What follows belongs to an exercise in optimizing a design on an open flow for small area, a short achievable clock period and few clock cycles per item; a production flow would make more cautious choices. The RTL was checked by simulation tests, not by an equivalence proof against the original design. No activity file was given, so power comes from the tool's default toggle rates.

==> flow/design.v <==
module ppu_render (
    input  wire         clk,
    input  wire         rst,
    input  wire         start,
    output wire         busy,
    output reg          done,
    input  wire         pal_we,
    input  wire [1:0]   pal_idx,
    input  wire [23:0]  pal_rgb,
    output wire         vram_re,
    output wire [14:0]  vram_addr,
    input  wire [7:0]   vram_rdata,
    output reg          fb_we,
    output wire [7:0]   fb_y,
    output wire [4:0]   fb_col,
    output wire [7:0]   fb_paint,
    output wire [191:0] fb_rgb
);
    reg        run;         
    reg        startup;     
    reg        ph;          
    reg        mflag;       
    reg [2:0]  r;           
    reg [9:0]  cidx;        
    reg [9:0]  cnx;         
    reg [7:0]  tile;
    reg [7:0]  plane0;
    reg [7:0]  sel1, sel2, sel3;    
    reg        ms;          
    reg        re;          
    reg        busy_r;
    reg [1:0]  rd;          
    reg [23:0] paln1, paln2, paln3;
    always @(posedge clk) begin
        if (pal_we) begin
            case (pal_idx)
                2'd1: paln1 <= ~pal_rgb;
                2'd2: paln2 <= ~pal_rgb;
                2'd3: paln3 <= ~pal_rgb;
                default: ;
            endcase
        end
    end
    reg        run_n, startup_n, ph_n, mflag_n;
    reg [2:0]  r_n;
    reg [9:0]  cidx_n;
    reg [1:0]  rd_n;
    always @(*) begin
        run_n     = run;
        startup_n = startup;
        ph_n      = ph;
        mflag_n   = mflag;
        r_n       = r;
        cidx_n    = cidx;
        rd_n      = 2'd0;
        if (run) begin
            if (!ph) begin
                ph_n = 1'b1;
                rd_n = 2'd2;
            end else if (ms) begin
                mflag_n = 1'b1;
                rd_n    = 2'd1;
            end else begin
                ph_n      = 1'b0;
                mflag_n   = 1'b0;
                startup_n = 1'b0;
                r_n       = r + 3'd1;
                if (!startup)
                    rd_n = 2'd3;
                if (r == 3'd0)
                    cidx_n = cnx;
                if (r == 3'd7 && cidx == 10'd895)
                    run_n = 1'b0;
            end
        end else if (start) begin
            run_n     = 1'b1;
            startup_n = 1'b1;
            ph_n      = 1'b1;
            mflag_n   = 1'b0;
            r_n       = 3'd7;
            cidx_n    = 10'h3ff;
        end
    end
    wire ms_n = ph_n & (r_n == 3'd7) & ~mflag_n;
    always @(posedge clk) begin
        startup <= startup_n;
        ph      <= ph_n;
        mflag   <= mflag_n;
        r       <= r_n;
        cidx    <= cidx_n;
        ms      <= ms_n;
        if (rst) begin
            run    <= 1'b0;
            re     <= 1'b0;
            rd     <= 2'd0;
            fb_we  <= 1'b0;
            done   <= 1'b0;
            busy_r <= 1'b0;
        end else begin
            run    <= run_n;
            re     <= run_n & ~(startup_n & ph_n & ~ms_n);
            rd     <= rd_n;
            fb_we  <= (rd == 2'd3);
            done   <= fb_we & ~run & (rd == 2'd0);
            busy_r <= run_n | (rd_n != 2'd0) | (rd == 2'd3);
        end
    end
    assign vram_re   = re;
    assign vram_addr = ms ? {3'b001, 2'b00, cnx}
                          : {3'b000, tile, r, ph};
    always @(posedge clk) begin
        if (start && !run)
            cnx <= 10'd0;
        else
            cnx <= cidx + 10'd1;
    end
    always @(posedge clk) begin
        case (rd)
            2'd1: tile   <= vram_rdata;
            2'd2: plane0 <= vram_rdata;
            default: ;
        endcase
    end
    always @(posedge clk) begin
        sel1 <=  plane0 & ~vram_rdata;
        sel2 <= ~plane0 &  vram_rdata;
        sel3 <=  plane0 &  vram_rdata;
    end
    assign busy = busy_r;
    assign fb_y   = {cidx[9:5], r - 3'd1};
    assign fb_col = cidx[4:0];
    genvar c;
    generate
        for (c = 0; c < 8; c = c + 1) begin : px
            wire s1 = sel1[7-c];
            wire s2 = sel2[7-c];
            wire s3 = sel3[7-c];
            assign fb_paint[c] = s1 | s2 | s3;
            assign fb_rgb[24*c +: 24] = ~(({24{s1}} & paln1) |
                                          ({24{s2}} & paln2) |
                                          ({24{s3}} & paln3));
        end
    endgenerate
endmodule
export LEC_CHECK = 0
export CAP_MARGIN = 20
export CORE_MARGIN = 2
export CORE_UTILIZATION = 40
export CTS_BUF_LIST = sky130_fd_sc_hd__clkbuf_8
export CTS_CLUSTER_DIAMETER = 100
export CTS_CLUSTER_SIZE = 30
export PLACE_DENSITY = 0.6
export SLEW_MARGIN = 20
create_clock -name core_clock -period 5.0 [get_ports {clk}]
standard.sh (not shown) runs the stock make flow with config.mk's settings and CLKGATE_MAP_FILE= SYNTH_SCRIPT=/design/flow/synth_recipe.tcl, a recipe that flattens the netlist after the stock synthesis.
==> flow/flow/run.sh <==
#!/bin/bash
# The standard ORFS layout, with plain buf_1 cells as the port buffers
# instead of the delay buffers buffer_ports picks by default.
set -euo pipefail
export BUFFER_PORTS_ARGS="-buffer_cell sky130_fd_sc_hd__buf_1"
bash standard.sh finish > orfs_make.log 2>&1
The baseline went through all stages and came out clean.
Testbench counts at the start, summed over its fixed seeds: cycles 243,796, frames 16.
Rerun with:
--- a/flow/config.mk
+++ b/flow/config.mk
@@ -9,7 +9,4 @@
 export CORE_MARGIN = 2
 export CORE_UTILIZATION = 40
-export CTS_BUF_LIST = sky130_fd_sc_hd__clkbuf_8
-export CTS_CLUSTER_DIAMETER = 100
-export CTS_CLUSTER_SIZE = 30
 export PLACE_DENSITY = 0.6
 export SLEW_MARGIN = 20
Effect: The new run ran to the end with no violations; global-route usage rises by 0.24 points; die area does not change; cell area goes up by 2.2%; wire length barely changes; cell count is unchanged; sequential power hardly moves; non-clock buffer count stays the same; clock-buffer cell count does not change; worst setup slack improved by 250 ps; power went up by about 11%.

==> separate check: timing with driven ports <==
The results above use ideal ports. As a check the final layouts listed here were re-extracted and re-timed, cells and wires unchanged. Step 1 sets driving cells, clkbuf_16 on the clock port and buf_2 on the other inputs (assumed; they add their load-dependent delay and slew). Step 2 also shifts input and output timing later by t, the mid clock arrival at the registers, as if the neighbouring blocks saw the same clock. Three values: no drivers, after step 1, after step 2; two values: the first two.
run	shift t [ns]	slack for setup (ns)	worst hold slack (ns)	pins driven straight from the clock port
the first run	0.469	1.855 / 1.811 / 2.090	0.444 / 0.444 / 0.444	1
the second run	0.469	2.108 / 2.061 / 2.076	0.438 / 0.438 / 0.438	1
After both steps every run listed still meets setup and hold. The setup slack of the second run, which loses most, moves by -0.047 ns with the drivers and by -0.032 ns with both steps.
